This is an optimization exercise on Yosys and OpenROAD, whose aim is a short achievable clock period and few clock cycles, not a production implementation.
Function was checked by simulation only, so behaviour that the tests miss may differ from the original.
Power and IR drop assume default switching activity.

==> flow/flow/run.sh <==
#!/bin/bash
# The standard ORFS layout (the standard.sh) with three changes:
#  - ports are buffered with buf_4 rather than the smallest buffer (a delay
#    cell), so the port buffers do not add delay to the I/O paths;
#  - the resizer may change a cell's footprint (MATCH_CELL_FOOTPRINT 0);
#  - timing repair (after floorplan, CTS and global routing) aims for 8.5 ns
#    of setup slack, so that the design runs faster than the 12 ns clock.
# The SDC, clock period and I/O constraints are the design's, unchanged.
# The make output goes to standard.log; ORFS keeps each step's log in orfs/logs.
set -euo pipefail
export BUFFER_PORTS_ARGS="-buffer_cell sky130_fd_sc_hd__buf_4"
bash standard.sh SETUP_SLACK_MARGIN=8.5 MATCH_CELL_FOOTPRINT=0 finish > standard.log 2>&1
==> flow/standard.sh <==
#!/bin/bash
# synth_recipe.tcl (not shown) runs the flow's synth.tcl, then flattens the netlist and writes it again
# the make line also repeats each setting of config.mk as NAME=value (left out here)
make -C /OpenROAD-flow-scripts/flow DESIGN_CONFIG=/design/flow/config.mk WORK_HOME=/design/flow/orfs CLKGATE_MAP_FILE= SYNTH_SCRIPT=/design/flow/synth_recipe.tcl "${@:-finish}"
==> flow/config.mk <==
export PLATFORM = sky130hd
export DESIGN_NAME = plio_dec
export DESIGN_NICKNAME = plio_dec
export VERILOG_FILES = /design/flow/design.v
export SDC_FILE = /design/flow/constraint.sdc
export NUM_CORES = 4
export LEC_CHECK = 0
export ABC_CLOCK_PERIOD_IN_PS = 2500
export CAP_MARGIN = 20
export CORE_MARGIN = 2
export CORE_UTILIZATION = 40
export SLEW_MARGIN = 20
==> flow/constraint.sdc <==
create_clock -name core_clock -period 12.0 [get_ports {clk}]
set_input_delay 2.4000 -clock core_clock [delete_from_list [all_inputs] [get_ports {clk}]]
set_output_delay 2.4000 -clock core_clock [all_outputs]
set_load 0.01 [all_outputs]
==> flow/design.v <==
module plio_dec (
    input  wire        clk,
    input  wire        rst,
    input  wire        go,
    input  wire        strict,
    input  wire [15:0] win_start,
    input  wire [15:0] win_count,
    input  wire [15:0] src_len,
    input  wire [15:0] dst_len,
    output reg         lm_re,
    output reg  [15:0] lm_addr,
    input  wire [15:0] lm_rdata,
    output reg         pm_we,
    output reg  [15:0] pm_addr,
    output reg  [31:0] pm_wdata,
    output reg         busy,
    output reg         done,
    output reg  [15:0] result,
    output reg  [3:0]  fcode,
    output reg  [31:0] finfo
);
    localparam [3:0] F_NONE       = 4'd0;
    localparam [3:0] F_SRC_BOUNDS = 4'd2;
    localparam [3:0] F_DST_BOUNDS = 4'd3;
    localparam [3:0] F_BAD_HEADER = 4'd7;
    localparam [3:0] F_BAD_OPCODE = 4'd8;
    localparam [3:0] F_TRUNCATED  = 4'd9;
    localparam [1:0] M_ZERO = 2'd0;    
    localparam [1:0] M_HIGH = 2'd1;    
    localparam [1:0] M_PNL  = 2'd2;    
    localparam QD = 8;                 
    localparam QW = 3;                 
    reg        c_strict;
    reg [15:0] c_start;
    reg [15:0] c_count;
    reg [15:0] c_slen;
    reg [15:0] c_dlen;
    reg [15:0] c_cm1;       
    reg [7:1]  seq;
    reg [15:0] h_ver;
    reg [15:0] h_len;
    reg [15:0] h_lo;
    reg        h_hi_neg;
    reg        legacy;
    reg [16:0] L_hi;        
    reg signed [17:0] P0;   
    reg signed [17:0] P1;   
    reg        hv_chk;
    reg        hv_bad;
    reg [3:0]  hv_fc;
    reg [17:0] hv_fi;
    reg        strm;        
    reg        fstop;       
    reg        sre;         
    reg        v1;          
    reg        vB;
    reg [15:0] wB;
    reg        p_run;       
    reg        p_one;       
    reg        p_hch;       
    reg        p_sh;        
    reg        p_hn;        
    reg        p_pn;        
    reg        p_dnz;       
    reg signed [17:0] p_dm;  
    reg signed [17:0] p_in;  
    reg signed [17:0] ipB;   
    reg signed [17:0] ipB1;  
    reg signed [19:0] R;     
    reg signed [19:0] R1;    
    reg signed [17:0] S;     
    reg signed [17:0] S1;    
    reg        active;
    reg        sh_pend;
    reg [11:0] sh_d;
    reg signed [17:0] A;
    reg signed [17:0] B;
    reg signed [31:0] high;
    reg        t_ok;        
    reg [3:0]  t_fc;
    reg [17:0] t_fi;
    reg        q_pix  [0:QD-1];
    reg        q_term [0:QD-1];
    reg [15:0] q_ls   [0:QD-1];
    reg [1:0]  q_md   [0:QD-1];
    reg [31:0] q_val  [0:QD-1];
    reg [QW-1:0] q_wp;
    reg [QW-1:0] q_rp;
    reg [QW:0]   q_cnt;
    reg          pv_valid;    
    reg [QW-1:0] pv_slot;     
    reg          w_live;      
    reg        w_valid;
    reg        w_pix;
    reg        w_term;
    reg [15:0] w_cur;
    reg [15:0] w_last;
    reg [1:0]  w_md;
    reg [31:0] w_val;
    reg        fin_pend;
    wire [3:0]  opc  = wB[15:12];
    wire [11:0] dd   = wB[11:0];
    wire [3:0]  r_opc = lm_rdata[15:12];
    wire [11:0] r_d   = lm_rdata[11:0];
    wire        r_run = (r_opc == 4'd0) || (r_opc == 4'd4) || (r_opc == 4'd5);
    wire c_end  = R[19] || !B[17];        
    wire c_oob  = ipB[17] || S[17];       
    wire c_f9   = c_strict && R1[19];     
    wire c_f2   = S1[17];                 
    wire c_go   = vB && active;
    wire c_inst = c_go && !sh_pend;
    wire c_run  = p_run;
    wire c_hch  = p_hch;
    wire c_one  = p_one;
    wire c_dnz  = p_dnz;
    wire signed [31:0] d32 = {20'd0, dd};
    wire signed [31:0] high_inc = high + d32;
    wire signed [31:0] high_dec = high - d32;
    wire signed [31:0] high_new = opc[0] ? high_dec : high_inc;
    wire signed [17:0] dm18 = p_dm;
    wire signed [17:0] inc18 = p_in;
    wire signed [17:0] A2 = A + dm18;     
    wire signed [17:0] B2 = B + dm18;
    wire A2n = A2[17];
    wire Bn  = B[17];
    wire B2n = B2[17];
    reg        e_push;
    reg        e_pix;
    reg        e_term;
    reg        e_ok;
    reg [3:0]  e_fc;
    reg [17:0] e_fi;
    reg [15:0] e_ls;
    reg [1:0]  e_md;
    always @(*) begin
        e_push = 1'b0;
        e_pix  = 1'b0;
        e_term = 1'b0;
        e_ok   = 1'b0;
        e_fc   = F_NONE;
        e_fi   = ipB;
        e_ls   = B2n ? A2[15:0] : c_cm1;
        e_md   = p_hn ? M_HIGH : M_ZERO;
        if (p_pn && B2n)
            e_md = M_PNL;
        if (c_one)
            e_md = M_HIGH;
        if (c_inst) begin
            if (c_end) begin
                e_push = 1'b1;
                e_pix  = Bn;
                e_term = 1'b1;
                e_ok   = 1'b1;
                e_fi   = 18'd0;
                e_ls   = c_cm1;
                e_md   = M_ZERO;
            end else if (c_oob) begin
                e_push = 1'b1;
                e_term = 1'b1;
                e_fc   = F_SRC_BOUNDS;
            end else if (p_sh) begin
                if (c_f9) begin
                    e_push = 1'b1;
                    e_term = 1'b1;
                    e_fc   = F_TRUNCATED;
                end else if (c_f2) begin
                    e_push = 1'b1;
                    e_term = 1'b1;
                    e_fc   = F_SRC_BOUNDS;
                    e_fi   = ipB1;
                end
            end else if (c_run) begin
                e_push = c_dnz && !A2n && Bn;
                e_pix  = 1'b1;
            end else if (c_one) begin
                e_push = !A2n && Bn;
                e_pix  = 1'b1;
            end else if (opc[3] && c_strict) begin
                e_push = 1'b1;
                e_term = 1'b1;
                e_fc   = F_BAD_OPCODE;
            end
        end
    end
    wire signed [17:0] ds_w = legacy ? 18'sd3 : {{2{wB[15]}}, wB};
    wire signed [31:0] L32  = legacy ? {{16{h_ver[15]}}, h_ver} : {L_hi, h_lo[14:0]};
    wire signed [31:0] ds32 = legacy ? 32'sd3 : {{16{h_len[15]}}, h_len};
    wire [17:0] hfi = legacy ? 18'd2 : 18'd3;
    reg        hv_bad_c;
    reg [3:0]  hv_fc_c;
    reg [17:0] hv_fi_c;
    always @(*) begin
        hv_bad_c = 1'b1;
        hv_fc_c  = F_NONE;
        hv_fi_c  = 18'd0;
        if (c_slen <= 16'd2) begin
            hv_fc_c = F_SRC_BOUNDS; hv_fi_c = 18'd2;
        end else if (!legacy && c_slen <= 16'd3) begin
            hv_fc_c = F_SRC_BOUNDS; hv_fi_c = 18'd3;
        end else if (!legacy && c_slen <= 16'd4) begin
            hv_fc_c = F_SRC_BOUNDS; hv_fi_c = 18'd4;
        end else if (c_strict && h_ver == 16'd0) begin
            hv_fc_c = F_BAD_HEADER; hv_fi_c = 18'd2;
        end else if (c_strict && !legacy && h_len != 16'd7) begin
            hv_fc_c = F_BAD_HEADER; hv_fi_c = 18'd1;
        end else if (c_strict && !legacy && h_lo[15]) begin
            hv_fc_c = F_BAD_HEADER; hv_fi_c = 18'd3;
        end else if (c_strict && !legacy && h_hi_neg) begin
            hv_fc_c = F_BAD_HEADER; hv_fi_c = 18'd4;
        end else if (L32 <= 0) begin
            hv_fc_c = F_NONE;
        end else if (c_strict && L32 > $signed({16'd0, c_slen})) begin
            hv_fc_c = F_BAD_HEADER; hv_fi_c = hfi;
        end else if (c_strict && ds32 > L32) begin
            hv_fc_c = F_BAD_HEADER; hv_fi_c = hfi;
        end else if (c_dlen < c_count) begin
            hv_fc_c = F_DST_BOUNDS; hv_fi_c = {2'd0, c_dlen};
        end else begin
            hv_bad_c = 1'b0;
        end
    end
    wire hv_kill = hv_chk && hv_bad;
    wire start     = !busy && go;
    wire w_is_last = (w_cur == w_last);
    wire w_free    = !w_valid || (w_pix && w_is_last && !w_term);
    wire q_empty   = (q_cnt == 0);
    wire q_pop     = busy && w_free && !q_empty;
    wire byp       = busy && w_free && q_empty && e_push;
    wire q_push    = e_push && !byp;
    wire [QW+1:0] occ = {1'b0, q_cnt} + sre + v1 + vB;
    wire fetch_ok = strm && !fstop && (occ < QD - 1);
    wire w_write  = busy && w_valid && w_pix && !hv_kill;
    wire fin_zero = seq[1] && (c_count == 16'd0);
    wire fin_now  = busy && (fin_pend || (w_valid && !w_pix) || hv_kill || fin_zero);
    function [19:0] rsat;
        input [15:0] hi;
        input [17:0] p;
        begin
            if (!hi[15] && hi[14:3] != 12'd0)
                rsat = 20'h7ffff;
            else if (hi[15] && hi[14:3] != 12'hfff)
                rsat = 20'h80000;
            else
                rsat = {hi[4:0], 15'd0} + {{2{p[17]}}, p};
        end
    endfunction
    always @(posedge clk) begin
        if (rst) begin
            busy  <= 1'b0;
            done  <= 1'b0;
            pm_we <= 1'b0;
        end else begin
            done  <= fin_now;
            busy  <= start || (busy && !fin_now);
            pm_we <= w_write;
        end
    end
    always @(posedge clk) begin
        seq   <= {seq[6:1], 1'b0};
        lm_re <= 1'b0;
        sre   <= 1'b0;
        if (!busy) begin
            c_strict <= strict;
            c_start  <= win_start;
            c_count  <= win_count;
            c_slen   <= src_len;
            c_dlen   <= dst_len;
            result   <= 16'd0;
            fcode    <= F_NONE;
            finfo    <= 32'd0;
        end
        if (seq[1]) begin
            lm_re   <= 1'b1;
            lm_addr <= 16'd1;
            c_cm1   <= c_count - 16'd1;
            A       <= -$signed({2'b00, c_start});
            B       <= -$signed({2'b00, c_start}) - $signed({2'b00, c_count});
            high    <= 32'sd1;
            sh_pend <= 1'b0;
            q_wp    <= 0;
            q_rp    <= 0;
            w_cur   <= 16'd0;
        end
        if (seq[2]) begin
            lm_re   <= 1'b1;
            lm_addr <= 16'd3;
        end
        if (seq[3]) begin
            lm_re   <= 1'b1;
            lm_addr <= 16'd4;
            h_ver   <= wB;
            legacy  <= $signed(wB) > 0;
        end
        if (seq[4]) begin
            h_len   <= wB;
            strm    <= 1'b1;
            sre     <= 1'b1;
            lm_re   <= 1'b1;
            lm_addr <= ds_w[15:0];
        end
        if (seq[5]) begin
            h_lo <= wB;
            P0   <= $signed({{2{wB[15]}}, wB}) - ipB - 18'sd1;
            P1   <= $signed({{2{wB[15]}}, wB}) - ipB - 18'sd2;
            S    <= $signed({2'b00, c_slen}) - ipB - 18'sd1;
            S1   <= $signed({2'b00, c_slen}) - ipB - 18'sd2;
        end
        if (seq[6]) begin
            L_hi     <= {wB[15], wB} - {16'd0, h_lo[15]};
            h_hi_neg <= wB[15];
            if (legacy) begin
                R  <= {{4{h_ver[15]}}, h_ver} - 20'sd4;
                R1 <= {{4{h_ver[15]}}, h_ver} - 20'sd5;
            end else begin
                R  <= rsat(wB, P0);
                R1 <= rsat(wB, P1);
            end
            active <= 1'b1;
        end
        if (seq[7]) begin
            hv_chk <= 1'b1;
            hv_bad <= hv_bad_c;
            hv_fc  <= hv_fc_c;
            hv_fi  <= hv_fi_c;
        end else
            hv_chk <= 1'b0;
        if (fetch_ok) begin
            lm_re   <= 1'b1;
            sre     <= 1'b1;
            lm_addr <= lm_addr + 16'd1;
        end
        v1 <= sre;
        wB <= lm_rdata;
        vB <= v1;
        p_run <= r_run;
        p_one <= (r_opc[3:1] == 3'b011);
        p_hch <= (r_opc[3:1] == 3'b001) || (r_opc[3:1] == 3'b011);
        p_sh  <= (r_opc == 4'd1);
        p_hn  <= (r_opc == 4'd4);
        p_pn  <= (r_opc == 4'd5);
        p_dnz <= (r_d != 12'd0);
        p_dm  <= r_run ? ({6'd0, r_d} - 18'sd1) : 18'sd0;
        p_in  <= r_run ? {6'd0, r_d} : 18'sd1;
        if (seq[4]) begin
            ipB  <= ds_w;
            ipB1 <= ds_w + 18'sd1;
        end else if (vB) begin
            ipB  <= ipB1;
            ipB1 <= ipB1 + 18'sd1;
        end
        if (vB) begin
            R  <= R1;
            R1 <= R1 - 20'sd1;
            S  <= S1;
            S1 <= S1 - 18'sd1;
        end
        if (c_go && sh_pend) begin
            high    <= {{4{wB[15]}}, wB, sh_d};
            sh_pend <= 1'b0;
        end
        if (c_inst && p_sh) begin
            sh_pend <= 1'b1;
            sh_d    <= dd;
        end
        if (c_inst && c_hch)
            high <= high_new;
        if (c_inst && (c_run || c_one)) begin
            A <= A + inc18;
            B <= B + inc18;
        end
        if (e_push && e_term) begin
            active <= 1'b0;
            fstop  <= 1'b1;
            t_ok   <= e_ok;
            t_fc   <= e_fc;
            t_fi   <= e_fi;
        end
        q_pix[q_wp]  <= e_pix;
        q_term[q_wp] <= e_term;
        q_ls[q_wp]   <= e_ls;
        q_md[q_wp]   <= e_md;
        if (pv_valid)
            q_val[pv_slot] <= high;
        pv_valid <= q_push;
        pv_slot  <= q_wp;
        if (q_push)
            q_wp <= q_wp + 1'b1;
        if (q_pop)
            q_rp <= q_rp + 1'b1;
        q_cnt <= q_cnt + q_push - q_pop;
        if (w_write) begin
            pm_addr  <= w_cur;
            pm_wdata <= (w_md == M_HIGH || (w_md == M_PNL && w_is_last)) ?
                        (w_live ? high : w_val) : 32'd0;
            w_cur    <= w_cur + 16'd1;
            if (w_is_last && w_term)
                fin_pend <= 1'b1;
        end
        if (w_live) begin
            w_val  <= high;
            w_live <= 1'b0;
        end
        if (w_free) begin
            w_valid <= !q_empty || e_push;
            w_live  <= q_empty;
            if (q_empty) begin
                w_pix  <= e_pix;
                w_term <= e_term;
                w_last <= e_ls;
                w_md   <= e_md;
            end else begin
                w_pix  <= q_pix[q_rp];
                w_term <= q_term[q_rp];
                w_last <= q_ls[q_rp];
                w_md   <= q_md[q_rp];
                w_val  <= (pv_valid && q_rp == pv_slot) ? high : q_val[q_rp];
            end
        end else if (busy && w_valid && w_is_last)
            w_valid <= 1'b0;
        if (fin_now) begin
            fin_pend <= 1'b0;
            if (hv_kill || fin_zero) begin
                result <= 16'd0;
                fcode  <= hv_kill ? hv_fc : F_NONE;
                finfo  <= hv_kill ? {{14{hv_fi[17]}}, hv_fi} : 32'd0;
            end else begin
                result <= t_ok ? c_count : 16'd0;
                fcode  <= t_fc;
                finfo  <= {{14{t_fi[17]}}, t_fi};
            end
            strm    <= 1'b0;
            fstop   <= 1'b1;
            active  <= 1'b0;
            w_valid <= 1'b0;
        end
        seq[1] <= start;
        if (!busy) begin
            seq[7:2] <= 6'd0;
            lm_re    <= 1'b1;
            lm_addr  <= 16'd2;
            strm     <= 1'b0;
            fstop    <= 1'b0;
            active   <= 1'b0;
            hv_chk   <= 1'b0;
            q_cnt    <= 0;
            w_valid  <= 1'b0;
            fin_pend <= 1'b0;
        end
    end
endmodule
==> qor.csv, run 1 <==
metric,value,unit
chipHeight,360,um
synthFlopType,edfxtp_1,
final.setup_skew,0.0419,ns
num_vias,33500,
whs_path_depth,0,
coreArea,126000,um^2
fin_crit_sh,32.1,%
dp_slack,7.56,ns
path_clk_slew,0.06,ns
grt_pass1_wl,204,mm
ys_ff_latch,1040,
drc_errors,0,
cp.arrival,4.31,ns
final_nets,4629,
fmax,260,MHz
dieArea,129000,um^2
area_growth,20.4,%
final_util,48.6,%
syn_avg_cell_area,12.9,um^2
worst_slack,8.15,ns
drive_above_1_share,22.4,%
synth_top_cell_by_area,edfxtp_1,
die_w,360,um
synthesis.nets,4264,
antenna_found_initial,3,
yosys.area.top_type_share,54.0,%
drtPass1Iterations,7,
wl_met1,62.3,mm
holdWs,0.367,ns
totalWireLength,137,mm
ant_nets,0,
route.met3.wl,8.75,mm
ctsHoldBuffers,0,
fin_crit,3.85,ns
min-delay-start,v1,
critPathMaxFanout,11,
cts_tree,built,
cp-start-kind,flop,
endpoint_kind,flop,
hold_path_end,vB,
grt_max_degree,76,
power,8.71,mW
initial_core_util,40.3,%
wl_met2,62.5,mm
r2r_slack,8.15,ns
drv_cap,0,
wl_per_cell,22.6,um
grt_pass1_vias,32900,
synth_cell_types,90,
async_reset_ff_share,0,%
synth_edf_count,911,
pin_count,204,
cts_max_path_buffers,3,
timing.rr.start,wB[0],
slew_viol_final,0,
post-synth-top-count-cell,edfxtp_1,
h-tree-depth,3,
setup_tns,0,ns
timing.final.hold_violations,0,
num-fill-cells,11000,
p_per_area,143,nW/um^2
grt_usage,20.6,%
status,no timing/DRC/antenna violations,
timing.rr.end,high[25],
clockRootBuffer,clkbuf_16,
clkSinkCount,1040,
critical_path_class,flop to flop,
cellLeakagePower,22.4,nW
drt_iter0_drc,3243,
relSlewSlack,21.1,%
netlist_top_cells_count,"edfxtp_1 (911), nor2_1 (300), ha_1 (234), nand2_1 (234), o21ai_0 (205)",
tightest_slew,1.18,ns
ys_warn_count,1,
rr_worst_depth,14,
routed.top_layer,met5,
num_rows,130,
ir_drop,0.121,mV
netlist_instances,3935,
required,12.45,ns
dp_hpwl,89.5,mm
synth_area,50600,um^2
synth.area.top_cells,"edfxtp_1 (54%), ha_1 (5.8%), dfxtp_1 (5.1%)",
place_congestion,0.875,
vias_per_cell,5.55,
seq_area_frac_synth,59.1,%
worstSkewPairLatency,0.73,ns
rsz0062_at_grt,true,
grt.overflow.total,0,
finalSetupViolCount,0,
hp-class,flop to flop,
place.port_buffers,203,
cts_buffers,109,
==> cells by family (layout without fill, tap and decap cells) <==
kind of cell	Yosys count	count (layout)	synth area share, %
adder cells (fa/ha/maj)	245	245	6.22
AND/OR/NAND/NOR	1038	1041	10.2
multiplexers	235	235	7.26
AO/OA/AOI/OAI	750	752	9.58
buffers and inverters	335	788	2.60
other	0	2	0
flip-flops	1040	1040	59.1
XOR/XNOR	292	292	5.05
==> cell usage in the layout (no fill, tap or decap), types with 13 or more instances in the layout <==
cell       instances
clkinv_2          24
nor2_1           282
a21oi_1          154
a22o_1            41
ha_4              13
a31oi_1           34
a221o_1           34
a21o_1            64
mux2i_1          100
o21ai_1           21
nor3_1            62
clkbuf_16        113
xnor2_1          187
mux4_2           104
buf_4            266
xor2_1            92
bufinv_16         13
mux2_2            16
inv_1            165
a21oi_2           22
and3_1            49
nor2b_1           48
nor4_1            27
nand2_1          227
dfxtp_4           20
buf_6            128
a211oi_1          18
clkbuf_1          21
nand4_1           38
o21a_1            33
or3_1             28
and2_1            39
nand3_1           46
ha_1             214
o21ai_0          184
edfxtp_1         911
dfxtp_1           98
nand2b_1          38
o31ai_1           17
==> where the power goes <==
part | total (mW) | switching, mW | internal, mW
sequential | 4.20 | 0.114 | 4.08
clock | 3.51 | 1.47 | 2.04
combinational | 1.01 | 0.555 | 0.454
==> state kept, by name, summed over array words and instances, names as in the netlist, 20 cells and up, named ones only <==
register and count:
R1 20, high 32, pm_wdata 32, q_ls 128, q_val 256, w_val 32
==> how the worst max path moves through the flow <==
stage,from,endpoint,cells after the start,slack (ns)
CTS,finfo[30],finfo[21],2,8.14
finish,wB[0],high[25],14,8.15
global route,wB[2],high[27],14,8.03
detailed placement,legacy,hv_fi[7],13,7.56
global placement,legacy,hv_fi[6],13,7.62
floorplan,wB[4],high[25],14,8.30
==> routing by layer <==
| layer | global-route usage, % | vias to the layer above |
|---|---|---|
| met5 | 0 | - |
| met3 | 3.86 | 202 |
| met2 | 32.5 | 1021 |
| met4 | 5.34 | 4 |
| li1 | - | 15600 |
| met1 | 29.2 | 16700 |
==> metrics by stage <==
stage               instance area (um^2)  std cells
floorplan                          50900       3935
global placement                   54400       5694
detailed placement                 54400       5694
CTS                                60000       6007
global route                       61000       6043
finish                             61000       6045
==> repair_timing <==
action	CTS	global route
hold endpoints to repair	0	0
resized for setup	259	160
endpoints found under the setup margin	294	282
gates cloned	6	1
setup buffers	103	34
pin swaps	75	79
==> critical path, stage by stage (launching register included) <==
cell	delay, ns
dfxtp_4	0.36
buf_4	0.20
nor2_1	0.21
a21oi_1	0.12
xnor2_1	0.17
ha_1	0.23
a211o_1	0.33
o311a_1	0.37
or3b_1	0.39
a21o_1	0.22
a311o_1	0.33
a21o_1	0.18
a21o_1	0.17
a211oi_2	0.21
o31ai_1	0.08
==> final cells by class <==
cell class | count | area (um^2) | share of cell area, %
Sequential cell | 1040 | 30000 | 49.2
Multi-Input combinational cell | 2565 | 20800 | 34.1
Clock inverter | 63 | 729 | 1.20
Clock buffer | 141 | 2980 | 4.89
Inverter | 177 | 689 | 1.13
Tap cell | 1650 | 2060 | 3.39
Timing Repair Buffer | 407 | 3680 | 6.03
Antenna cell | 2 | 5.00 | 0.00821
Testbench counts, summed over its fixed seeds: cycles 304,514.
==> inputs of run 2 (changes only) <==
--- a/flow/design.v
+++ b/flow/design.v
@@ -54,2 +54,3 @@
     reg        sre;         
+    reg [15:0] nxt;         
     reg        v1;          
@@ -64,4 +65,4 @@
     reg        p_dnz;       
-    reg signed [17:0] p_dm;  
-    reg signed [17:0] p_in;  
+    reg [11:0] p_dm;        
+    reg [11:0] p_in;        
     reg signed [17:0] ipB;   
@@ -116,9 +117,22 @@
     wire signed [31:0] d32 = {20'd0, dd};
-    wire signed [31:0] high_inc = high + d32;
-    wire signed [31:0] high_dec = high - d32;
+    wire [12:0] hl_add = {1'b0, high[11:0]} + {1'b0, dd};
+    wire [12:0] hl_sub = {1'b0, high[11:0]} - {1'b0, dd};
+    wire [19:0] hh_inc = high[31:12] + 20'd1;
+    wire [19:0] hh_dec = high[31:12] - 20'd1;
+    wire signed [31:0] high_inc = {hl_add[12] ? hh_inc : high[31:12], hl_add[11:0]};
+    wire signed [31:0] high_dec = {hl_sub[12] ? hh_dec : high[31:12], hl_sub[11:0]};
     wire signed [31:0] high_new = opc[0] ? high_dec : high_inc;
-    wire signed [17:0] dm18 = p_dm;
-    wire signed [17:0] inc18 = p_in;
-    wire signed [17:0] A2 = A + dm18;     
-    wire signed [17:0] B2 = B + dm18;
+    wire [11:0] dm18  = p_dm;
+    wire [11:0] inc18 = p_in;
+    function [17:0] add12;
+        input [17:0] x;
+        input [11:0] y;
+        reg   [12:0] lo;
+        begin
+            lo    = {1'b0, x[11:0]} + {1'b0, y};
+            add12 = {lo[12] ? x[17:12] + 6'd1 : x[17:12], lo[11:0]};
+        end
+    endfunction
+    wire signed [17:0] A2 = add12(A, dm18);   
+    wire signed [17:0] B2 = add12(B, dm18);
     wire A2n = A2[17];
@@ -259,4 +273,5 @@
         seq   <= {seq[6:1], 1'b0};
-        lm_re <= 1'b0;
-        sre   <= 1'b0;
+        lm_re   <= 1'b0;
+        sre     <= 1'b0;
+        lm_addr <= nxt;      
         if (!busy) begin
@@ -267,5 +282,2 @@
             c_dlen   <= dst_len;
-            result   <= 16'd0;
-            fcode    <= F_NONE;
-            finfo    <= 32'd0;
         end
@@ -273,3 +285,3 @@
             lm_re   <= 1'b1;
-            lm_addr <= 16'd1;
+            lm_addr <= 16'd3;
             c_cm1   <= c_count - 16'd1;
@@ -285,6 +297,2 @@
             lm_re   <= 1'b1;
-            lm_addr <= 16'd3;
-        end
-        if (seq[3]) begin
-            lm_re   <= 1'b1;
             lm_addr <= 16'd4;
@@ -293,3 +301,3 @@
         end
-        if (seq[4]) begin
+        if (seq[3]) begin
             h_len   <= wB;
@@ -299,4 +307,5 @@
             lm_addr <= ds_w[15:0];
+            nxt     <= ds_w[15:0] + 16'd1;
         end
-        if (seq[5]) begin
+        if (seq[4]) begin
             h_lo <= wB;
@@ -307,3 +316,3 @@
         end
-        if (seq[6]) begin
+        if (seq[5]) begin
             L_hi     <= {wB[15], wB} - {16'd0, h_lo[15]};
@@ -319,3 +328,3 @@
         end
-        if (seq[7]) begin
+        if (seq[6]) begin
             hv_chk <= 1'b1;
@@ -329,3 +338,3 @@
             sre     <= 1'b1;
-            lm_addr <= lm_addr + 16'd1;
+            nxt     <= nxt + 16'd1;
         end
@@ -341,5 +350,5 @@
         p_dnz <= (r_d != 12'd0);
-        p_dm  <= r_run ? ({6'd0, r_d} - 18'sd1) : 18'sd0;
-        p_in  <= r_run ? {6'd0, r_d} : 18'sd1;
-        if (seq[4]) begin
+        p_dm  <= (r_run && r_d != 12'd0) ? r_d - 12'd1 : 12'd0;
+        p_in  <= r_run ? r_d : 12'd1;
+        if (seq[3]) begin
             ipB  <= ds_w;
@@ -367,4 +376,4 @@
         if (c_inst && (c_run || c_one)) begin
-            A <= A + inc18;
-            B <= B + inc18;
+            A <= add12(A, inc18);
+            B <= add12(B, inc18);
         end
@@ -390,6 +399,6 @@
         q_cnt <= q_cnt + q_push - q_pop;
+        pm_addr  <= w_cur;
+        pm_wdata <= (w_md == M_HIGH || (w_md == M_PNL && w_is_last)) ?
+                    (w_live ? high : w_val) : 32'd0;
         if (w_write) begin
-            pm_addr  <= w_cur;
-            pm_wdata <= (w_md == M_HIGH || (w_md == M_PNL && w_is_last)) ?
-                        (w_live ? high : w_val) : 32'd0;
             w_cur    <= w_cur + 16'd1;
@@ -419,2 +428,5 @@
             w_valid <= 1'b0;
+        result <= 16'd0;
+        fcode  <= F_NONE;
+        finfo  <= 32'd0;
         if (fin_now) begin
@@ -434,8 +446,10 @@
             w_valid <= 1'b0;
+            lm_re   <= 1'b1;
+            lm_addr <= 16'd2;
         end
         seq[1] <= start;
-        if (!busy) begin
+        if (!busy || rst) begin
             seq[7:2] <= 6'd0;
             lm_re    <= 1'b1;
-            lm_addr  <= 16'd2;
+            lm_addr  <= go ? 16'd1 : 16'd2;
             strm     <= 1'b0;
--- a/flow/config.mk
+++ b/flow/config.mk
@@ -10,3 +10,4 @@
 export CORE_MARGIN = 2
-export CORE_UTILIZATION = 40
+export CORE_UTILIZATION = 65
+export PLACE_DENSITY = 0.75
 export SLEW_MARGIN = 20
==> run 2 against run 1 <==
  * Still clean
  * Total power shrank 3.5%
  * Clock power fell by 5%
  * Clock skew is 0.0012 ns higher
  * Hold slack about the same
  * Cell area fell by 2.6%
  * Non-clock buffer count fell by 17
  * Die area shrank 39%
  * Flip-flop and latch count up 14
  * Critical path type unchanged
  * Critical endpoint is now hv_fi[10]
  * Largest cell class unchanged
==> qor.csv, run 2 <==
metric,value,unit,change
status,no timing/DRC/antenna violations,,unchanged
async_reset_ff_share,0,%,unchanged
slew_viol_final,0,,unchanged
mostFrequentLayoutCell,edfxtp_1,,unchanged
ys_warn_count,1,,unchanged
yosys-mux-area-fraction,7.39,%,was 7.26%
finalSetupViolCount,0,,unchanged
largest_register_ffs,256,,unchanged
p_per_area,142,nW/um^2,was 143 nW/um^2
cts_max_path_buffers,3,,unchanged
fin_crit_sh,31.0,%,was 32.1%
synth_top_cell_by_area,edfxtp_1,,unchanged
h-tree-depth,3,,unchanged
timing.rr.end,hv_fi[10],,was high[25]
clkSinkCount,1054,,was 1040
netlist_instances,3966,,was 3935
grt_usage,33.3,%,was 20.6%
cts_tree,built,,unchanged
largest-register,q_val,,unchanged
drtPass1Iterations,6,,was 7
place.port_buffers,203,,unchanged
chipHeight,282,um,was 360 um
wl_per_cell,24.6,um,was 22.6 um
antenna_found_initial,3,,unchanged
drive_above_1_share,22.6,%,was 22.4%
endpoint_kind,flop,,unchanged
ys_ff_latch,1054,,was 1040
top_regs,"q_val x256, q_ls x128",,unchanged
ant_nets,0,,unchanged
dp_hpwl,85.9,mm,was 89.5 mm
seq_area_frac_synth,58.8,%,was 59.1%
initial_core_util,65.9,%,was 40.3%
required,12.55,ns,was 12.45 ns
ir_drop,0.126,mV,was 0.121 mV
grt_max_degree,81,,was 76
final_nets,4638,,was 4629
hp-class,flop to flop,,unchanged
drt_iter0_drc,3883,,was 3243
synth_edf_count,841,,was 911
synth.area.top_cells,"edfxtp_1 (50%), dfxtp_1 (8.5%), ha_1 (5.6%)",,"was edfxtp_1 (54%), ha_1 (5.8%), dfxtp_1 (5.1%)"
cts_buffers,102,,was 109
critPathMaxFanout,7,,was 11
worstSkewPairLatency,0.69,ns,was 0.73 ns
grt.overflow.total,0,,unchanged
drc_errors,0,,unchanged
clockRootBuffer,clkbuf_16,,unchanged
relSlewSlack,24.9,%,was 21.1%
totalWireLength,134,mm,was 137 mm
grt_pass1_wl,198,mm,was 204 mm
crit_end,hv_fi[10],,was high[25]
vias_per_cell,6.31,,was 5.55
power,8.41,mW,was 8.71 mW
rsz0062_at_grt,true,,unchanged
fmax,269,MHz,was 260 MHz
rr_worst_depth,16,,was 14
netlist_top_cells_count,"edfxtp_1 (841), nor2_1 (324), nand2_1 (260)",,"was edfxtp_1 (911), nor2_1 (300), ha_1 (234), nand2_1 (234), o21ai_0 (205)"
tightest_slew,1.12,ns,was 1.18 ns
synth_xor_area_share,5.16,%,was 5.05%
timing.rr.start,legacy,,was wB[0]
critical_path_class,flop to flop,,unchanged
critPathLaunch,legacy,,was wB[0]
fin_crit,3.72,ns,was 3.85 ns
cp.arrival,4.27,ns,was 4.31 ns
synth_compound_area_share,9.38,%,was 9.58%
synthAdderAreaFrac,6.10,%,was 6.22%
num_rows,101,,was 130
timing.final.hold_violations,0,,unchanged
die_w,282,um,was 360 um
yosys.area_share.simple,10.4,%,was 10.2%
synth_top_family_by_area,simple AND/OR/NAND/NOR gates,,unchanged
synth_area,50200,um^2,was 50600 um^2
post-synth-top-count-cell,edfxtp_1,,unchanged
multi_input_area,20500,um^2,was 20800 um^2
num-fill-cells,4625,,was 11.0k
cellLeakagePower,22.3,nW,was 22.4 nW
pin_count,204,,unchanged
r2r_slack,8.28,ns,was 8.15 ns
synthesis.nets,4287,,was 4264
dieArea,79500,um^2,was 129000 um^2
layout_common_cells,"edfxtp_1 (841), nor2_1 (301), nand2_1 (256), buf_4 (245), ha_1 (205)",,"was edfxtp_1 (911), nor2_1 (282), buf_4 (266), nand2_1 (227), ha_1 (214)"
drv_cap,0,,unchanged
cp-start-kind,flop,,unchanged
synthFlopType,edfxtp_1,,unchanged
syn_avg_cell_area,12.7,um^2,was 12.9 um^2
grt_pass1_vias,32800,,was 32.9k
place_congestion,0.943,,was 0.875
seq_area,29700,um^2,was 30000 um^2
yosys.area.top_type_share,50.3,%,was 54.0%
coreArea,76200,um^2,was 126000 um^2
synth_cell_types,90,,unchanged
area_growth,18.4,%,was 20.4%
final.setup_skew,0.0431,ns,was 0.0419 ns
setup_tns,0,ns,unchanged
path_clk_slew,0.07,ns,was 0.06 ns
num_vias,34300,,was 33.5k
-- run 2: cell count changes after synthesis, sizes merged, moves of 26 or more --
| cell | previous run | this run |
|---|---|---|
| dfxtp | 129 | 213 |
| edfxtp | 911 | 841 |
| nor2 | 300 | 334 |
| inv | 177 | 207 |
| nand2 | 234 | 260 |
-- run 2: how the worst min path moves through the flow --
stage                       start         end  cells past startpoint
after CTS                      v1          vB                      0
after detailed placement       v1          vB                      0
after global placement         v1          vB                      0
after global routing           v1          vB                      0
final                          v1          vB                      0
after floorplan           q_wp[2]  pv_slot[2]                      0
-- run 2: kinds of logic after synthesis --
group / Yosys count
adders and majority gates: 237
and+or+nand+nor: 1071
DFF: 1054
xor gates and xnor gates: 295
buffers and inverters: 354
AOI/OAI and AO/OA: 716
muxes: 239
-- run 2: critical path, stage by stage (launching register included) --
cell      delay [ns]
edfxtp_1        0.39
buf_6           0.15
buf_6           0.11
inv_8           0.04
nor2_4          0.22
buf_6           0.16
a21oi_2         0.03
ha_1            0.30
nand2_1         0.06
and4bb_2        0.25
a311o_2         0.36
a221oi_4        0.28
xnor2_2         0.18
o21ai_4         0.09
buf_6           0.13
or4b_4          0.65
nor2_2          0.15
-- run 2: layout make-up --
type	count	share of cell area (%)
Inverter	207	1.34
Tap cell	1030	2.17
Antenna cell	2	0.00842
Timing Repair Buffer	390	6.01
Clock inverter	38	0.861
Timing Repair inverter	1	0.00842
Multi-Input combinational cell	2561	34.5
Clock buffer	156	5.11
Sequential cell	1054	49.9
-- run 2: what timing repair did --
| item | CTS | global route |
|---|---|---|
| setup endpoints to repair | 248 | 256 |
| pin swaps | 35 | 59 |
| setup buffers | 45 | 68 |
| resized for setup | 284 | 187 |
| gates cloned | 6 | 4 |
| hold buffers | 0 | 0 |
-- run 2: per-layer routing --
| metal | share of wire [%] | track usage (%) | vias to the layer above |
|---|---|---|---|
| met5 | 0.0090 | 0.366 | - |
| met3 | 9.6 | 7.05 | 281 |
| met4 | 3.8 | 12.3 | 2 |
| met1 | 41 | 47.0 | 16800 |
| li1 | - | - | 15500 |
| met2 | 46 | 51.4 | 1673 |
-- run 2: power breakdown --
| group | switching, mW | internal, mW |
|---|---|---|
| combinational | 0.519 | 0.388 |
| clock | 1.41 | 1.91 |
| sequential | 0.103 | 4.08 |
| total | 2.03 | 6.38 |
-- run 2: stage by stage --
step | instances | hold WS [ns] | util, % | instance area, um^2 | setup WS (ns)
after floorplan | 3966 | 0.346 | - | 50400 | 7.91
after global placement | 5120 | 0.357 | 69.7 | 53100 | 7.58
after detailed placement | 5120 | 0.362 | 69.7 | 53100 | 7.58
after CTS | 5365 | 0.365 | 76.1 | 58000 | 8.25
after global routing | 5437 | 0.369 | 78.0 | 59400 | 8.16
final | 5439 | 0.367 | 78.0 | 59400 | 8.28
Testbench counts of run 2, summed over its fixed seeds: cycles 302,914.
==> inputs of run 3 (changes only) <==
--- a/flow/design.v
+++ b/flow/design.v
@@ -398,3 +398,6 @@
             q_rp <= q_rp + 1'b1;
-        q_cnt <= q_cnt + q_push - q_pop;
+        if (e_push)
+            q_cnt <= (busy && w_free) ? q_cnt : q_cnt + 1'b1;
+        else if (q_pop)
+            q_cnt <= q_cnt - 1'b1;
         pm_addr  <= w_cur;
--- a/flow/config.mk
+++ b/flow/config.mk
@@ -11,2 +11,4 @@
 export CORE_UTILIZATION = 65
+export CTS_CLUSTER_DIAMETER = 100
+export CTS_CLUSTER_SIZE = 30
 export PLACE_DENSITY = 0.75
==> run 3 against run 2 <==
  * Still clean on timing, DRC and antenna
  * Fmax increased by 2.5%
  * Cell count decreased by 3.2%
  * Flip-flop and latch count unchanged
  * Combinational power decreased by 7.8%
  * Clock power decreased by 44%
  * Synthesized cell count decreased by 0.55%
  * Sequential power about the same
  * Via count decreased by 3.0%
  * Die area decreased by 0.32%
  * Synthesized area decreased by 0.32%
  * Critical path depth decreased by 15
  * Largest cell class unchanged
  * Highest routed layer is now met4
==> qor.csv, run 3 <==
metric,value,unit,change
ant_nets,0,,unchanged
cp-start-kind,flop,,unchanged
fmax,275,MHz,was 269 MHz
synth_area,50000,um^2,was 50200 um^2
synth_top_family_by_area,simple AND/OR/NAND/NOR gates,,unchanged
cp.arrival,1.23,ns,was 4.27 ns
synthFlopType,edfxtp_1,,unchanged
clockRootBuffer,clkbuf_16,,unchanged
dieArea,79200,um^2,was 79500 um^2
stdcell_count,5267,,was 5439
netlist_instances,3944,,was 3966
vias_per_cell,6.31,,about the same
largest-register,q_val,,unchanged
slowest_stage,dfxtp_4,,was or4b_4
critical_path_buf_inv_count,1,,was 5
status,no timing/DRC/antenna violations,,unchanged
post-synth-top-count-cell,edfxtp_1,,unchanged
fin_crit,3.63,ns,was 3.72 ns
finalSetupViolCount,0,,unchanged
worstSkewPairLatency,0.64,ns,was 0.69 ns
syn_avg_cell_area,12.7,um^2,about the same
cts_max_path_buffers,3,,unchanged
slowest_delay,0.44,ns,was 0.65 ns
clkSinkCount,1054,,unchanged
num_rows,101,,unchanged
final.setup_skew,0.0228,ns,was 0.0431 ns
netlist_top_cells_count,"edfxtp_1 (841), nor2_1 (297), nand2_1 (246)",,"was edfxtp_1 (841), nor2_1 (324), nand2_1 (260)"
yosys.area_share.simple,10.3,%,was 10.4%
timing.rr.start,A[0],,was legacy
final_util,74.8,%,was 78.0%
slew_viol_final,0,,unchanged
required,9.60,ns,was 12.55 ns
mostFrequentLayoutCell,edfxtp_1,,unchanged
final_nets,4519,,was 4638
drive_above_1_share,20.8,%,was 22.6%
place.port_buffers,203,,unchanged
layout_common_cells,"edfxtp_1 (841), nor2_1 (281), nand2_1 (241), buf_4 (241), ha_1 (195)",,"was edfxtp_1 (841), nor2_1 (301), nand2_1 (256), buf_4 (245), ha_1 (205)"
path_delay_family,flip-flops,,was simple AND/OR/NAND/NOR gates
power,6.88,mW,was 8.41 mW
place_congestion,0.952,,was 0.943
drtPass1Iterations,5,,was 6
crit_chain,buf_4,,was buf_6 -> buf_6 -> inv_8 -> nor2_4 -> buf_6 -> a21oi_2 -> ha_1 -> nand2_1 -> and4bb_2 -> a311o_2 -> a221oi_4 -> xnor2_2 -> o21ai_4 -> buf_6 -> or4b_4 -> nor2_2
relSlewSlack,28.0,%,was 24.9%
grt_pass1_vias,31300,,was 32.8k
grt_usage,30.9,%,was 33.3%
top_regs,"q_val x256, q_ls x128",,unchanged
drc_errors,0,,unchanged
initial_core_util,65.8,%,was 65.9%
synth.area.top_cells,"edfxtp_1 (50%), dfxtp_1 (8.5%), ha_1 (5.5%)",,"was edfxtp_1 (50%), dfxtp_1 (8.5%), ha_1 (5.6%)"
fin_crit_sh,30.3,%,was 31.0%
num_vias,33300,,was 34.3k
diodes,0,,was 2
pin_count,204,,unchanged
num-fill-cells,5059,,was 4625
critPathMaxFanout,15,,was 7
cts_tree,built,,unchanged
async_reset_ff_share,0,%,unchanged
grt_pass1_wl,186,mm,was 198 mm
die_w,281,um,was 282 um
worst_slack,8.37,ns,was 8.28 ns
setup_tns,0,ns,unchanged
grt.overflow.total,0,,unchanged
wl_per_cell,23.7,um,was 24.6 um
critical_path_class,flop to output pin,,was flop to flop
whs_path_depth,0,,unchanged
synth_edf_count,841,,unchanged
rr_worst_depth,16,,unchanged
hp-class,flop to flop,,unchanged
dp_slack,7.28,ns,was 7.58 ns
timing.final.hold_violations,0,,unchanged
ys_ff_latch,1054,,unchanged
min-delay-start,v1,,unchanged
r2r_slack,8.40,ns,was 8.28 ns
synth_top_cell_by_area,edfxtp_1,,unchanged
synth_compound_area_share,9.32,%,was 9.38%
ir_drop,0.148,mV,was 0.126 mV
synthAdderAreaFrac,6.02,%,was 6.10%
yosys-mux-area-fraction,7.39,%,about the same
synth_xor_area_share,5.15,%,was 5.16%
seq_area_frac_synth,59.0,%,was 58.8%
endpoint_kind,output pin,,was flop
h-tree-depth,2,,was 3
drv_cap,0,,unchanged
rsz0062_at_grt,true,,unchanged
dp_hpwl,83.6,mm,was 85.9 mm
largest_register_ffs,256,,unchanged
synthesis.nets,4261,,was 4287
totalWireLength,125,mm,was 134 mm
cts_buffers,43,,was 102
area_growth,13.7,%,was 18.4%
grt_max_degree,80,,was 81
coreArea,76100,um^2,was 76200 um^2
place_inst,5082,,was 5120
drt_iter0_drc,3254,,was 3883
chipHeight,281,um,was 282 um
ys_warn_count,1,,unchanged
yosys.area.top_type_share,50.5,%,was 50.3%
hold_path_end,vB,,unchanged
p_per_area,121,nW/um^2,was 142 nW/um^2
synth_cell_types,88,,was 90
timing.rr.end,q_cnt[3],,was hv_fi[10]
cellLeakagePower,21.0,nW,was 22.3 nW
path_clk_slew,0.12,ns,was 0.07 ns
antenna_found_initial,3,,unchanged
tightest_slew,1.08,ns,was 1.12 ns
==> run 3: worst max path at each step <==
| stage | from | to | slack, ns | cells past startpoint |
|---|---|---|---|---|
| floorplan | lm_rdata[2] | p_dm[10] | 8.10 | 7 |
| global placement | legacy | hv_fi[9] | 7.42 | 14 |
| detailed placement | legacy | hv_fi[8] | 7.28 | 14 |
| CTS | finfo[30] | finfo[19] | 8.33 | 1 |
| global route | A[0] | q_cnt[3] | 8.25 | 16 |
| finish | finfo[30] | finfo[19] | 8.37 | 1 |
==> run 3: layout make-up <==
cell class,count,area [um^2],share of cell area (%)
multi-input combinational,2538,20400,35.9
clock buffer,69,1230,2.16
inverter,193,737,1.30
sequential,1054,29700,52.3
timing repair inverter,1,5.00,0.00880
clock inverter,11,120,0.211
timing repair buffer,371,3370,5.93
tap,1030,1290,2.27
==> run 3: kinds of logic (layout without fill, tap and decap cells) <==
| group | count (synthesis) | count (layout) |
|---|---|---|
| simple gates | 1054 | 1054 |
| compound gates | 719 | 719 |
| buf+inv | 352 | 645 |
| flops | 1054 | 1054 |
| mux | 238 | 238 |
| xor+xnor | 294 | 294 |
| fa+ha+maj | 233 | 233 |
==> run 3: stage by stage <==
stage / hold WS, ns / cell area (um^2)
detailed placement: 0.364 / 52800
CTS: 0.383 / 55500
global placement: 0.355 / 52800
global route: 0.387 / 56900
finish: 0.379 / 56900
floorplan: 0.346 / 50100
==> run 3: timing repair <==
action,CTS,global route
setup buffers,42,56
gates cloned,4,3
resized for setup,285,213
endpoints found under the hold margin,0,0
hold buffers,0,0
pin swaps,41,82
endpoints found under the setup margin,292,255
==> run 3: where the power goes <==
part           total (mW)  switching (mW)  leakage (nW)  internal (mW)
registers            4.18           0.112          9.59           4.07
clock network        1.86            1.13         0.652          0.737
logic               0.836           0.463          10.8          0.373
==> run 3: routing by layer <==
layer | global-route usage [%] | part of all wire [%]
met1 | 44.8 | 41
met3 | 3.76 | 8.5
met2 | 49.4 | 47
met5 | 0 | 0
met4 | 10.1 | 3.5
Testbench counts of run 3, summed over its fixed seeds: cycles 302,914.
==> inputs of run 4 (changes only) <==
--- a/flow/design.v
+++ b/flow/design.v
@@ -40,7 +40,15 @@
     reg [15:0] h_ver;
-    reg [15:0] h_len;
     reg [15:0] h_lo;
-    reg        h_hi_neg;
     reg        legacy;
-    reg [16:0] L_hi;        
+    reg        f_sl2, f_sl3, f_sl4;    
+    reg        f_dst;                  
+    reg        f_ver0;                 
+    reg        f_lgt;                  
+    reg        f_lds;                  
+    reg        f_hl7n;                 
+    reg        h_lo_neg;               
+    reg        h_lo_z15;               
+    reg        f_cmp0;                 
+    reg        f_cmp1;                 
+    reg        f_lo_le6;               
     reg signed [17:0] P0;   
@@ -199,4 +207,10 @@
     wire signed [17:0] ds_w = legacy ? 18'sd3 : {{2{wB[15]}}, wB};
-    wire signed [31:0] L32  = legacy ? {{16{h_ver[15]}}, h_ver} : {L_hi, h_lo[14:0]};
-    wire signed [31:0] ds32 = legacy ? 32'sd3 : {{16{h_len[15]}}, h_len};
+    wire hi_neg  = wB[15];
+    wire hi_zero = (wB == 16'd0);
+    wire hi_one  = (wB == 16'd1);
+    wire hi_ge2  = !wB[15] && (wB[14:1] != 14'd0);
+    wire L_le0   = !legacy && (hi_neg || (hi_zero && h_lo_neg) ||
+                               (((hi_zero && !h_lo_neg) || (hi_one && h_lo_neg)) && h_lo_z15));
+    wire L_gt_sl = legacy ? f_lgt : (hi_ge2 || (hi_one && f_cmp1) || (hi_zero && f_cmp0));
+    wire ds_gt_L = legacy ? f_lds : (hi_zero && f_lo_le6);    
     wire [17:0] hfi = legacy ? 18'd2 : 18'd3;
@@ -209,23 +223,23 @@
         hv_fi_c  = 18'd0;
-        if (c_slen <= 16'd2) begin
+        if (f_sl2) begin
             hv_fc_c = F_SRC_BOUNDS; hv_fi_c = 18'd2;
-        end else if (!legacy && c_slen <= 16'd3) begin
+        end else if (!legacy && f_sl3) begin
             hv_fc_c = F_SRC_BOUNDS; hv_fi_c = 18'd3;
-        end else if (!legacy && c_slen <= 16'd4) begin
+        end else if (!legacy && f_sl4) begin
             hv_fc_c = F_SRC_BOUNDS; hv_fi_c = 18'd4;
-        end else if (c_strict && h_ver == 16'd0) begin
+        end else if (c_strict && f_ver0) begin
             hv_fc_c = F_BAD_HEADER; hv_fi_c = 18'd2;
-        end else if (c_strict && !legacy && h_len != 16'd7) begin
+        end else if (c_strict && !legacy && f_hl7n) begin
             hv_fc_c = F_BAD_HEADER; hv_fi_c = 18'd1;
-        end else if (c_strict && !legacy && h_lo[15]) begin
+        end else if (c_strict && !legacy && h_lo_neg) begin
             hv_fc_c = F_BAD_HEADER; hv_fi_c = 18'd3;
-        end else if (c_strict && !legacy && h_hi_neg) begin
+        end else if (c_strict && !legacy && hi_neg) begin
             hv_fc_c = F_BAD_HEADER; hv_fi_c = 18'd4;
-        end else if (L32 <= 0) begin
+        end else if (L_le0) begin
             hv_fc_c = F_NONE;
-        end else if (c_strict && L32 > $signed({16'd0, c_slen})) begin
+        end else if (c_strict && L_gt_sl) begin
             hv_fc_c = F_BAD_HEADER; hv_fi_c = hfi;
-        end else if (c_strict && ds32 > L32) begin
+        end else if (c_strict && ds_gt_L) begin
             hv_fc_c = F_BAD_HEADER; hv_fi_c = hfi;
-        end else if (c_dlen < c_count) begin
+        end else if (f_dst) begin
             hv_fc_c = F_DST_BOUNDS; hv_fi_c = {2'd0, c_dlen};
@@ -245,3 +259,6 @@
     wire fetch_ok = strm && !fstop && (occ < QD - 1);
-    wire w_write  = busy && w_valid && w_pix && !hv_kill;
+    wire bw       = busy && !w_valid && q_empty && e_push && e_pix;
+    wire bw_last  = (w_cur == e_ls);
+    wire [31:0] e_now = c_one ? high_new : high;    
+    wire w_write  = busy && ((w_valid && w_pix) || bw) && !hv_kill;
     wire fin_zero = seq[1] && (c_count == 16'd0);
@@ -294,2 +311,6 @@
             w_cur   <= 16'd0;
+            f_sl2   <= (c_slen <= 16'd2);
+            f_sl3   <= (c_slen <= 16'd3);
+            f_sl4   <= (c_slen <= 16'd4);
+            f_dst   <= (c_dlen < c_count);
         end
@@ -300,5 +321,8 @@
             legacy  <= $signed(wB) > 0;
+            f_ver0  <= (wB == 16'd0);
+            f_lgt   <= (wB > c_slen);
+            f_lds   <= (wB < 16'd3);
         end
         if (seq[3]) begin
-            h_len   <= wB;
+            f_hl7n  <= (wB != 16'd7);
             strm    <= 1'b1;
@@ -310,3 +334,8 @@
         if (seq[4]) begin
-            h_lo <= wB;
+            h_lo     <= wB;
+            h_lo_neg <= wB[15];
+            h_lo_z15 <= (wB[14:0] == 15'd0);
+            f_cmp0   <= (wB > c_slen);
+            f_cmp1   <= ({1'b1, wB[14:0]} > c_slen);
+            f_lo_le6 <= (wB <= 16'd6);
             P0   <= $signed({{2{wB[15]}}, wB}) - ipB - 18'sd1;
@@ -317,4 +346,5 @@
         if (seq[5]) begin
-            L_hi     <= {wB[15], wB} - {16'd0, h_lo[15]};
-            h_hi_neg <= wB[15];
+            hv_bad <= hv_bad_c;
+            hv_fc  <= hv_fc_c;
+            hv_fi  <= hv_fi_c;
             if (legacy) begin
@@ -328,9 +358,3 @@
         end
-        if (seq[6]) begin
-            hv_chk <= 1'b1;
-            hv_bad <= hv_bad_c;
-            hv_fc  <= hv_fc_c;
-            hv_fi  <= hv_fi_c;
-        end else
-            hv_chk <= 1'b0;
+        hv_chk <= seq[5];
         if (fetch_ok) begin
@@ -403,7 +427,10 @@
         pm_addr  <= w_cur;
-        pm_wdata <= (w_md == M_HIGH || (w_md == M_PNL && w_is_last)) ?
-                    (w_live ? high : w_val) : 32'd0;
+        if (w_valid)
+            pm_wdata <= (w_md == M_HIGH || (w_md == M_PNL && w_is_last)) ?
+                        (w_live ? high : w_val) : 32'd0;
+        else
+            pm_wdata <= (e_md == M_HIGH || (e_md == M_PNL && bw_last)) ? e_now : 32'd0;
         if (w_write) begin
             w_cur    <= w_cur + 16'd1;
-            if (w_is_last && w_term)
+            if (w_valid ? (w_is_last && w_term) : (bw_last && e_term))
                 fin_pend <= 1'b1;
@@ -415,3 +442,3 @@
         if (w_free) begin
-            w_valid <= !q_empty || e_push;
+            w_valid <= !q_empty || (e_push && !(bw && bw_last));
             w_live  <= q_empty;
==> run 4 against run 3 <==
  * Synthesized cell count increased by 0.61%
  * Total power down 2.8%
  * Clock power decreased by 5%
  * Clock skew increased by 0.012 ns
  * Non-clock buffer count rose by 8
  * Cell area shrank 1.7%
==> qor.csv, run 4 <==
metric,value,unit,change
grt.overflow.total,0,,unchanged
top_regs,"q_val x256, q_ls x128",,unchanged
grt_pass1_wl,189,mm,was 186 mm
drv_cap,0,,unchanged
timing.rr.end,pm_wdata[4],,was q_cnt[3]
grt_max_degree,71,,was 80
seq_area_frac_synth,57.9,%,was 59.0%
place.port_buffers,203,,unchanged
dp_hpwl,84.5,mm,was 83.6 mm
netlist_instances,3968,,was 3944
drc_errors,0,,unchanged
async_reset_ff_share,0,%,unchanged
crit_chain,buf_6 -> buf_4,,was buf_4
synth.area.top_cells,"edfxtp_1 (49%), dfxtp_1 (8.7%), mux4_2 (4.8%)",,"was edfxtp_1 (50%), dfxtp_1 (8.5%), ha_1 (5.5%)"
rr_worst_depth,16,,unchanged
critical_path_buf_inv_count,2,,was 1
finalSetupViolCount,0,,unchanged
drtPass1Iterations,6,,was 5
ys_ff_latch,1016,,was 1054
mostFrequentLayoutCell,edfxtp_1,,unchanged
critPathMaxFanout,8,,was 15
setup_tns,0,ns,unchanged
synthFlopType,edfxtp_1,,unchanged
h-tree-depth,2,,unchanged
cellLeakagePower,20.6,nW,was 21.0 nW
grt_pass1_vias,31700,,was 31.3k
min-delay-start,sre,,was v1
worstSkewPairLatency,0.63,ns,was 0.64 ns
synthesis.nets,4244,,was 4261
grt_usage,32.1,%,was 30.9%
hp-class,flop to flop,,unchanged
endpoint_kind,output pin,,unchanged
area_growth,14.1,%,was 13.7%
slowest_stage,dfxtp_4,,unchanged
antenna_found_initial,1,,was 3
synth_top_cell_by_area,edfxtp_1,,unchanged
yosys.area.top_type_share,49.3,%,was 50.5%
cts_buffers,41,,was 43
multi_input_area,20600,um^2,was 20400 um^2
ys_warn_count,1,,unchanged
fin_crit,3.66,ns,was 3.63 ns
relSlewSlack,30.9,%,was 28.0%
cts_tree,built,,unchanged
ant_nets,0,,unchanged
drive_above_1_share,22.1,%,was 20.8%
slowest_delay,0.36,ns,was 0.44 ns
layout_common_cells,"edfxtp_1 (804), nand2_1 (285), nor2_1 (257), buf_4 (239), inv_1 (182)",,"was edfxtp_1 (841), nor2_1 (281), nand2_1 (241), buf_4 (241), ha_1 (195)"
cp.arrival,1.26,ns,was 1.23 ns
chipHeight,279,um,was 281 um
synth_cell_types,100,,was 88
timing.rr.start,B[1],,was A[0]
r2r_slack,8.40,ns,about the same
fin_crit_sh,30.5,%,was 30.3%
cp-start-kind,flop,,unchanged
num-fill-cells,4864,,was 5059
netlist_top_cells_count,"edfxtp_1 (804), nand2_1 (295), nor2_1 (280)",,"was edfxtp_1 (841), nor2_1 (297), nand2_1 (246)"
p_per_area,120,nW/um^2,was 121 nW/um^2
fmax,273,MHz,was 275 MHz
hold_path_end,v1,,was vB
synth_area,49000,um^2,was 50000 um^2
clkSinkCount,1016,,was 1054
syn_avg_cell_area,12.4,um^2,was 12.7 um^2
largest_register_ffs,256,,unchanged
num_rows,100,,was 101
final.setup_skew,0.0350,ns,was 0.0228 ns
place_congestion,0.952,,about the same
die_w,279,um,was 281 um
vias_per_cell,6.44,,was 6.31
post-synth-top-count-cell,edfxtp_1,,unchanged
clockRootBuffer,clkbuf_16,,unchanged
wl_per_cell,24.5,um,was 23.7 um
final_nets,4481,,was 4519
critical_path_class,flop to output pin,,unchanged
synth_edf_count,804,,was 841
num_vias,33500,,was 33.3k
dieArea,77600,um^2,was 79200 um^2
ir_drop,0.129,mV,was 0.148 mV
whs_path_depth,0,,unchanged
drt_iter0_drc,3599,,was 3254
required,9.60,ns,about the same
timing.final.hold_violations,0,,unchanged
ctsHoldBuffers,0,,unchanged
largest-register,q_val,,unchanged
initial_core_util,65.7,%,was 65.8%
cts_max_path_buffers,3,,unchanged
path_clk_slew,0.12,ns,about the same
coreArea,74600,um^2,was 76100 um^2
path_delay_family,flip-flops,,unchanged
rsz0062_at_grt,true,,unchanged
slew_viol_final,0,,unchanged
pin_count,204,,unchanged
status,no timing/DRC/antenna violations,,unchanged
seq_area,28600,um^2,was 29700 um^2
dp_slack,7.63,ns,was 7.28 ns
totalWireLength,127,mm,was 125 mm
tightest_slew,1.04,ns,was 1.08 ns
worst_slack,8.34,ns,was 8.37 ns
run 4: area by class of cell:
type                    count  share of cell area [%]
flip-flops and latches   1016                    51.1
multi-input cells        2572                    36.9
repair buffers            379                    6.24
well taps                 969                    2.17
clock buffers              68                    2.09
inverters                 195                    1.34
clock inverters             7                   0.161
diodes                      2                 0.00895
run 4: repair_timing:
| action | 4_1_cts | 5_1_grt |
|---|---|---|
| cloned | 7 | 0 |
| resized for setup | 307 | 244 |
| setup buffers | 59 | 40 |
| setup endpoints to repair | 293 | 348 |
| pin swaps | 50 | 98 |
run 4: where the power goes:
| part | internal (mW) | switching (mW) | total [mW] |
|---|---|---|---|
| clock | 0.695 | 1.07 | 1.76 |
| sequential | 3.92 | 0.115 | 4.04 |
| combinational | 0.384 | 0.500 | 0.883 |
| total | 5.00 | 1.68 | 6.69 |
run 4: per-stage QoR:
stage	instances	utilization (%)	hold WS (ns)	instance area, um^2	total power [mW]
global route	5206	75.0	0.394	55900	6.90
detailed placement	5024	69.4	0.377	51700	4.89
global placement	5024	69.4	0.380	51700	4.87
floorplan	3968	-	0.343	49100	4.63
CTS	5165	73.2	0.375	54600	6.64
finish	5208	75.0	0.375	55900	6.69
run 4: how the worst max path moves through the flow:
stage	from	cells past startpoint	to
floorplan	lm_rdata[9]	5	p_dm[5]
detailed placement	A[0]	13	w_cur[12]
finish	finfo[30]	2	finfo[27]
global placement	A[0]	13	w_cur[12]
global route	c_slen[0]	14	S[17]
CTS	finfo[30]	2	finfo[27]
run 4: cell families after synthesis:
logic type | share of synthesized area, %
buf+inv | 3.08
xor+xnor | 5.36
compound gates | 10.6
simple gates | 10.7
fa+ha+maj | 5.11
mux | 7.26
flops | 57.9
run 4: metal layers:
layer / track usage, % / wire length, um
met1: 45.8 / 51700
met3: 5.41 / 12000
met2: 50.6 / 58900
met5: 0 / 13
met4: 10.5 / 4860
run 4: worst register-to-register path: cells and delay by family, from the launching register on:
family	cells	cell delay, ns
and+or+nand+nor	3	0.63
buffers and inverters	5	0.89
adders and majority gates	1	0.25
AOI/OAI and AO/OA	6	1.22
muxes	1	0.08
DFF	1	0.43
Testbench counts of run 4, summed over its fixed seeds: cycles 301,323.
==> inputs of run 5 (changes only) <==
==> flow/flow/run.sh (replaced) <==
#!/bin/bash
# The standard ORFS layout (the standard.sh) with three changes:
#  - ports are buffered with buf_2 rather than the smallest buffer (a delay
#    cell), so the port buffers do not add delay to the I/O paths;
#  - the resizer may change a cell's footprint (MATCH_CELL_FOOTPRINT 0);
#  - timing repair (after floorplan, CTS and global routing) aims for 9 ns
#    of setup slack, so that the design runs faster than the 12 ns clock.
# The SDC, clock period and I/O constraints are the design's, unchanged.
# The make output goes to standard.log; ORFS keeps each step's log in orfs/logs.
set -euo pipefail
export BUFFER_PORTS_ARGS="-buffer_cell sky130_fd_sc_hd__buf_2"
bash standard.sh SETUP_SLACK_MARGIN=9.0 MATCH_CELL_FOOTPRINT=0 finish > standard.log 2>&1
--- a/flow/config.mk
+++ b/flow/config.mk
@@ -11,4 +11,2 @@
 export CORE_UTILIZATION = 65
-export CTS_CLUSTER_DIAMETER = 100
-export CTS_CLUSTER_SIZE = 30
 export PLACE_DENSITY = 0.75
==> run 5 against run 4 <==
  * Still clean on timing, DRC and antenna
  * Setup slack better by 0.032 ns
  * Non-clock buffer count increased by 204
  * Synthesized area is the same
  * Critical path type is now flop to flop
  * Critical endpoint is now pm_wdata[19]
  * Largest cell class unchanged
  * Highest routed layer unchanged
==> qor.csv, run 5 <==
metric,value,unit,change
fmax,275,MHz,was 273 MHz
slew_viol_final,0,,unchanged
status,no timing/DRC/antenna violations,,unchanged
multi_input_area,22300,um^2,was 20600 um^2
synth_edf_count,804,,unchanged
synth_top_cell_by_area,edfxtp_1,,unchanged
netlist_instances,3968,,unchanged
final.setup_skew,0.0261,ns,was 0.0350 ns
hp-class,flop to flop,,unchanged
place.port_buffers,203,,unchanged
seq_area_frac_synth,57.9,%,unchanged
chipHeight,279,um,unchanged
timing.final.hold_violations,0,,unchanged
grt_pass1_wl,205,mm,was 189 mm
cts_buffers,102,,was 41
drt_iter0_drc,4235,,was 3599
grt_pass1_vias,34200,,was 31.7k
grt_max_degree,71,,unchanged
clockPowerShare,39.8,%,was 26.4%
ctsHoldBuffers,0,,unchanged
die_w,279,um,unchanged
drv_cap,0,,unchanged
fin_area,61500,um^2,was 55900 um^2
switching_power,2.14,mW,was 1.68 mW
intPower,6.37,mW,was 5.00 mW
area_growth,25.6,%,was 14.1%
wl_per_cell,26.4,um,was 24.5 um
drc_errors,0,,unchanged
mostFrequentLayoutCell,edfxtp_1,,unchanged
dieArea,77600,um^2,unchanged
p_per_area,138,nW/um^2,was 120 nW/um^2
worstSkewPairLatency,0.68,ns,was 0.63 ns
whs_path_depth,0,,unchanged
diodes,0,,was 2
cp.depth,16,,was 2
setup_tns,0,ns,unchanged
largest_register_ffs,256,,unchanged
netlist_top_cells_count,"edfxtp_1 (804), nand2_1 (295), nor2_1 (280)",,unchanged
synth.area.top_cells,"edfxtp_1 (49%), dfxtp_1 (8.7%), mux4_2 (4.8%)",,unchanged
clockRootBuffer,clkbuf_16,,unchanged
drtPass1Iterations,7,,was 6
synth_area,49000,um^2,unchanged
cp.arrival,4.21,ns,was 1.26 ns
ys_warn_count,1,,unchanged
coreArea,74600,um^2,unchanged
vias_per_cell,6.59,,was 6.44
tightest_slew,1.10,ns,was 1.04 ns
layout_common_cells,"edfxtp_1 (804), buf_4 (276), nand2_1 (265), nor2_1 (221), inv_1 (173)",,"was edfxtp_1 (804), nand2_1 (285), nor2_1 (257), buf_4 (239), inv_1 (182)"
h-tree-depth,3,,was 2
fin_crit,3.63,ns,was 3.66 ns
grt_usage,34.8,%,was 32.1%
p_seq_share,47.6,%,was 60.4%
ys_ff_latch,1016,,unchanged
rr_worst_depth,16,,unchanged
ant_nets,0,,unchanged
synth_cell_types,100,,unchanged
slowest_delay,0.45,ns,was 0.36 ns
dpl-instance-area,51500,um^2,was 51700 um^2
seq_area,28600,um^2,about the same
top_regs,"q_val x256, q_ls x128",,unchanged
pwr-share-comb,12.6,%,was 13.2%
synthesis.nets,4244,,unchanged
totalWireLength,146,mm,was 127 mm
rsz0062_at_grt,true,,unchanged
place_congestion,0.964,,was 0.952
switching_share,25.1,%,was 25.2%
clkSinkCount,1016,,unchanged
cp-start-kind,flop,,unchanged
path_delay_family,compound AO/OA/AOI/OAI gates,,was flip-flops
finalSetupViolCount,0,,unchanged
post-synth-top-count-cell,edfxtp_1,,unchanged
final_nets,4751,,was 4481
cellLeakagePower,23.2,nW,was 20.6 nW
num_rows,100,,unchanged
crit_chain,ha_4 -> nand4_1 -> a211oi_2 -> o21ai_1 -> a21boi_2 -> buf_6 -> mux2_4 -> buf_6 -> a211o_1 -> a22o_1 -> nor4_4 -> buf_12 -> buf_8 -> a21oi_4 -> buf_12 -> o22ai_4,,was buf_6 -> buf_4
relSlewSlack,26.4,%,was 30.9%
required,12.58,ns,was 9.60 ns
antenna_found_initial,7,,was 1
cts_max_path_buffers,3,,unchanged
dp_hpwl,83.8,mm,was 84.5 mm
pin_count,204,,unchanged
critical_path_class,flop to flop,,was flop to output pin
critical_path_buf_inv_count,5,,was 2
num_vias,36400,,was 33.5k
cts_tree,built,,unchanged
yosys.area.top_type_share,49.3,%,unchanged
path_clk_slew,0.07,ns,was 0.12 ns
num-fill-cells,3838,,was 4864
slowest_stage,edfxtp_1,,was dfxtp_4
drive_above_1_share,32.3,%,was 22.1%
initial_core_util,65.7,%,unchanged
async_reset_ff_share,0,%,unchanged
grt.overflow.total,0,,unchanged
ir_drop,0.149,mV,was 0.129 mV
synthFlopType,edfxtp_1,,unchanged
endpoint_kind,flop,,was output pin
fin_crit_sh,30.3,%,was 30.5%
largest-register,q_val,,unchanged
critPathMaxFanout,8,,unchanged
syn_avg_cell_area,12.4,um^2,unchanged
## run 5: changes by cell type in the layout (fill, tap and decap cells not counted), moves of 34 or more
cell | before | now
buf_6 | 127 | 161
clkbuf_16 | 48 | 116
buf_2 | 0 | 115
buf_4 | 239 | 276
o21ai_0 | 160 | 125
nor2_1 | 257 | 221
## run 5: cell families (layout without fill, tap and decap cells)
group           count (synthesis)  after routing  share of synthesized area (%)
compound gates                777            779                           10.6
xor+xnor                      295            295                           5.36
fa+ha+maj                     193            193                           5.11
buf+inv                       381            970                           3.08
flops                        1016           1016                           57.9
mux                           224            226                           7.26
simple gates                 1082           1084                           10.7
## run 5: worst paths after layout
path	start	end	slack, ns
max reg2reg	B[2]	pm_wdata[19]	8.37
min reg2reg	v1	vB	0.37
min	v1	vB	0.37
max	B[2]	pm_wdata[19]	8.37
## run 5: routing by layer
metal	wire length, um	global-route usage (%)	share of wire [%]
met4	8310	16.7	5.7
met1	55400	48.3	38
met2	67100	54.2	46
met3	14900	5.86	10
met5	56	0	0.038
## run 5: layout make-up
class / instances / share of cell area [%]
Timing Repair Buffer: 583 / 8.32
Inverter: 195 / 1.22
Clock inverter: 67 / 1.28
Multi-Input combinational cell: 2577 / 36.3
Sequential cell: 1016 / 46.4
Clock buffer: 125 / 4.51
Tap cell: 969 / 1.97
## run 5: worst register-to-register path, delay by kind of cell, from the launching register on
kind	cells	cell delay [ns]
AO/OA/AOI/OAI	7	1.25
adder cells (fa/ha/maj)	1	0.31
buffers and inverters	5	0.78
flip-flops	1	0.45
multiplexers	1	0.36
AND/OR/NAND/NOR	2	0.37
## run 5: power groups by stage
| stage | Clock (mW) | Sequential (mW) | Combinational (mW) |
|---|---|---|---|
| global route | 3.53 | 4.06 | 1.15 |
| global placement | 0 | 4.12 | 0.754 |
| finish | 3.38 | 4.05 | 1.07 |
| CTS | 3.38 | 4.05 | 0.905 |
| floorplan | 0 | 4.06 | 0.580 |
| detailed placement | 0 | 4.12 | 0.765 |
## run 5: repair_timing
item,4_1_cts,5_1_grt
endpoints found under the setup margin,571,447
gates resized for setup,527,336
setup buffers,161,143
gates cloned,14,6
pin swaps,191,168
## run 5: metrics by stage
step	power (mW)	util (%)	cells	hold slack, ns	setup slack [ns]
floorplan	4.64	-	3968	0.343	8.23
global placement	4.87	69.1	5016	0.357	7.67
detailed placement	4.89	69.1	5016	0.358	7.57
CTS	8.33	79.0	5383	0.367	8.36
global route	8.73	82.5	5532	0.373	8.28
finish	8.51	82.5	5532	0.366	8.37

Re-timed with assumed drivers on the ports (clkbuf_16 on the clock, buf_2 on other inputs), run 5 has 8.311 ns of setup slack against 8.368 ns with ideal ports, and 8.074 ns once port delays also move by the mid clock arrival of 0.734 ns.
